From an optimization exercise on the open Yosys and OpenROAD flow, aimed at small area; shortcuts taken in it are not production practice.
In this exercise RTL edits were held to simulation tests only and were not proved equivalent to the original.
No driver is modelled on the clock port, so clocking that relies on it looks cheaper here than on a real chip.

Design hdu_top, start of the top module:
module hdu_top (
    input  wire        clk,
    input  wire        rst,         
    input  wire        in_valid,
    output reg         in_ready,
    input  wire [31:0] in_cmd,
    input  wire [31:0] in_opa,
    input  wire [31:0] in_opb,
    output reg         out_valid,
    output wire [31:0] out_result,
    output wire [31:0] out_status
);
Size: ~410 cells after synthesis, ~36 flip-flops.
Settings: LEC_CHECK=0, CAP_MARGIN=20, CORE_MARGIN=2, CORE_UTILIZATION=40, GPL_TIMING_DRIVEN=0, SLEW_MARGIN=20; clock period 44.0 ns.
standard.sh (not shown) runs the stock make flow with config.mk's settings and CLKGATE_MAP_FILE= SYNTH_SCRIPT=/design/flow/synth_recipe.tcl, a recipe that flattens the netlist after the stock synthesis.
==> flow/flow/run.sh <==
#!/bin/bash
# Layout flow: the standard ORFS flow, with
#  - synthesis: the standard synthesis script, but with no adder cells and an
#    area-oriented abc step (flow/abc_area.tcl, several seeds in parallel);
#    registers are unchanged;
#  - buf_1 port buffers, synthesis buffers removed, a small clock tree
#    (flow/post_cts.tcl).
set -euo pipefail
W=$PWD
export FLOW_WORK=$W
export ABC_SEEDS="$(seq -s " " 1 32)"
export ABC_JOBS=${NUM_CORES:-4}
{ head -n 1 synth_recipe.tcl
  cat flow/abc_area.tcl
  tail -n +2 synth_recipe.tcl; } > flow_synth.tcl
export BUFFER_PORTS_ARGS="-buffer_cell sky130_fd_sc_hd__buf_1"
export REMOVE_ABC_BUFFERS=1
export SKIP_REPAIR_TIE_FANOUT=1
export CTS_ARGS="-sink_clustering_enable -repair_clock_nets -buf_list {sky130_fd_sc_hd__clkbuf_8} -dont_use_dummy_load"
# after CTS, each clock buffer is downsized while the clock-pin slew stays low
export POST_CTS_TCL=$W/flow/post_cts.tcl
export CLOCK_BUF_CELLS="sky130_fd_sc_hd__clkbuf_2 sky130_fd_sc_hd__clkbuf_4 sky130_fd_sc_hd__clkbuf_8"
export CLOCK_SLEW_LIMIT=0.110
bash standard.sh SYNTH_SCRIPT=$W/flow_synth.tcl ADDER_MAP_FILE= > make_flow.log 2>&1
Other scripts of this flow, unchanged in this note and not shown: flow/flow/abc_area.tcl, flow/flow/area.abc.in, flow/flow/post_cts.tcl
Next try:
--- a/flow/design.v
+++ b/flow/design.v
@@ -34,17 +34,16 @@
     wire       fault = |cause;
     reg [4:0]  js;            
     reg [2:0]  pi;            
     reg [3:0]  best;          
     reg [3:0]  bidx;          
     wire [4:0] j      = js ^ 5'b01111;
     wire       jfirst = js == 5'b00000;
     wire       jlast  = js == 5'b10000;
-    wire       jpen   = js == 5'b01000;      
     wire [4:0] js_nx  = {js[3:0], js[4] ^ js[2] ^ (js[3:0] == 4'd0)};
     function [31:0] chip_of;
         input       m;
         input [3:0] s;
         begin
             if (!m) chip_of = s[0] ? E_B1 : E_B0;
             else    chip_of = ({E_OQ, E_OQ} >> {s[2:0], 2'b00}) & 32'h7fffffff
                               ^ (s[3] ? 32'h7fffffff : 32'd0);
@@ -132,44 +131,44 @@
     assign out_status = {fault, 11'd0, 1'b0, cause, 2'd0, cfg_thresh, 5'd0,
                          cfg_mod, cfg_valid, hit};
     wire [3:0] op     = in_cmd[3:0];
     wire       rsv_ok = ~|in_cmd[31:4];
     wire       is_hd  = rsv_ok && op == 4'h1;
     wire       is_cfg = rsv_ok && op == 4'h2;
     wire       is_enc = rsv_ok && op == 4'h3;
     wire       is_dec = rsv_ok && op == 4'h4;
-    wire       cbit   = cfg_mod ? E_OQ[{j[4:2] + pi, j[1:0]}]
-                                : (pi[0] ? E_B1[j] : E_B0[j]);
-    wire       oa     = in_opa[j];
-    wire       ob     = in_opb[j];
-    wire       x      = oa ^ (is_hd ? ob : cbit);
-    wire       chk_run = in_valid && (is_cfg || is_enc);
-    wire       a_lim4  = is_enc && cfg_mod;
-    wire       a_in    = oa && (a_lim4 ? (|j[4:2]) : (|j));
-    wire       b_in    = ob && (in_opa[0] ? ((|j[4:3]) || (j[2] && j[1])) : (|j[4:2]));
-    wire       fa     = best[0] | a_in;      
-    wire       fb     = best[1] | b_in;
+    wire       fa     = best[0];
+    wire       fb     = best[1];
     wire       illegal  = !(is_hd | is_cfg | is_enc | is_dec);
     wire       not_cfgd = (is_enc | is_dec) && !cfg_valid;
     reg  [2:0] code;
     always @* begin
         code = 3'd0;
         if (illegal)                                 code = 3'd1;
         else if (is_cfg && fa)                       code = 3'd2;
         else if (is_cfg && (fb || (in_opa[0] && in_opb[5] && (|in_opb[4:0]))))
                                                      code = 3'd3;
         else if (not_cfgd)                           code = 3'd4;
         else if (is_enc && fa)                       code = 3'd5;
     end
     wire       live   = !fault && code == 3'd0;    
     wire       go     = in_valid & ~in_ready;      
-    wire       accept = in_valid & in_ready;       
-    wire       hd_run  = in_valid && !fault && is_hd;
-    wire       dec_run = in_valid && !fault && is_dec && cfg_valid;
+    wire       accept = in_valid & in_ready;
+    wire       cbit   = cfg_mod ? E_OQ[{j[4:2] + pi, j[1:0]}]
+                                : (pi[0] ? E_B1[j] : E_B0[j]);
+    wire       oa     = in_opa[j];
+    wire       ob     = in_opb[j];
+    wire       x      = oa ^ (is_hd ? ob : cbit);
+    wire       chk_run = go && (is_cfg || is_enc);
+    wire       a_lim4  = is_enc && cfg_mod;
+    wire       a_in    = oa && (a_lim4 ? (|j[4:2]) : (|j));
+    wire       b_in    = ob && (in_opa[0] ? ((|j[4:3]) || (j[2] && j[1])) : (|j[4:2]));
+    wire       hd_run  = go && !fault && is_hd;
+    wire       dec_run = go && !fault && is_dec && cfg_valid;
     wire       dec_beg = dec_run && jfirst && pi == 3'd0;
     wire       thr_big = cfg_thresh[5] | cfg_thresh[4];
     wire       h       = val[4];
     wire [3:0] dd      = val[3:0] ^ {4{h}};
     wire       cin     = hit ? (h | ~bidx[3]) : (in_opa[31] & ~thr_big);
     wire       better  = ({1'b0, dd} + {4'd0, cin}) <= {1'b0, best};
     wire       upd     = dec_run && jlast && better && (cfg_mod || !h);
     wire [2:0] lastp   = is_dec ? (cfg_mod ? 3'd7 : 3'd1) : 3'd0;
@@ -201,33 +200,33 @@
             if (in_ready) begin
                 js <= 5'd0;
                 pi <= 3'd0;
             end else if (go) begin
                 js <= js_nx;
                 if (jlast)
                     pi <= pi + 3'd1;
             end
-            if (go && (quick || (jpen && pi == lastp)))
+            if (go && (quick || (jlast && pi == lastp)))
                 in_ready <= 1'b1;
             if (accept)
                 in_ready <= 1'b0;
             if (hd_run || (dec_run && !jlast))
                 val <= (jfirst ? 6'd0 : val) + {5'd0, x};
             if (dec_beg)
                 hit <= 1'b0;
             else if (upd)
                 hit <= 1'b1;
             if (hd_run)
                 hit <= 1'b0;
             if (accept) begin
                 if (!fault && code != 3'd0)
                     cause <= code;
                 if (live && is_dec)
-                    val <= {2'b00, upd ? {h, pi} : bidx};
+                    val <= {2'b00, bidx};
                 if (live && is_cfg) begin
                     cfg_valid  <= 1'b1;
                     cfg_mod    <= in_opa[0];
                     cfg_thresh <= in_opb[5:0];
                     val        <= 6'd0;
                     hit        <= 1'b0;
                 end
                 if (live && is_enc) begin
First-iteration DRC count came out higher by about 32%. Global-route usage came out lower by 1.3 points. Hold slack gets worse by 37 ps. Synthesized cell count came out lower by about 3%. Setup slack gets better by 320 ps. Register-to-register slack gets better by 40 ps. Routed wire length came out lower by about 4%.

static timing again, ports no longer ideal:
How much do the figures lean on ideal ports? The routed layouts below were timed once more, with nothing changed but the port constraints.
Step 1, drivers: a clkbuf_16 drives clk and a buf_2 each remaining input, both assumed.
Step 2 times the ports against the registers' clock, not the clock port: input delays grow and output delays shrink by t, the midpoint of the rising clock arrivals with the driver on.
a / b / c = ideal ports / drivers / drivers and shift; a / b = the first two.
| run | t, ns | slack for setup (ns) | worst setup path at the end | slew at the worst register clock pin (ns) |
|---|---|---|---|---|
| the first run | 0.368 | 32.255 / 32.260 / 31.892 | input to register | 0.10 / 0.10 |
| the second run | 0.392 | 32.577 / 32.577 / 32.185 | input to register | 0.11 / 0.11 |
After both steps every run listed still meets setup and hold. For the second run, which loses most, drivers alone change the setup slack by 0.000 ns; drivers and shift together by -0.392 ns.
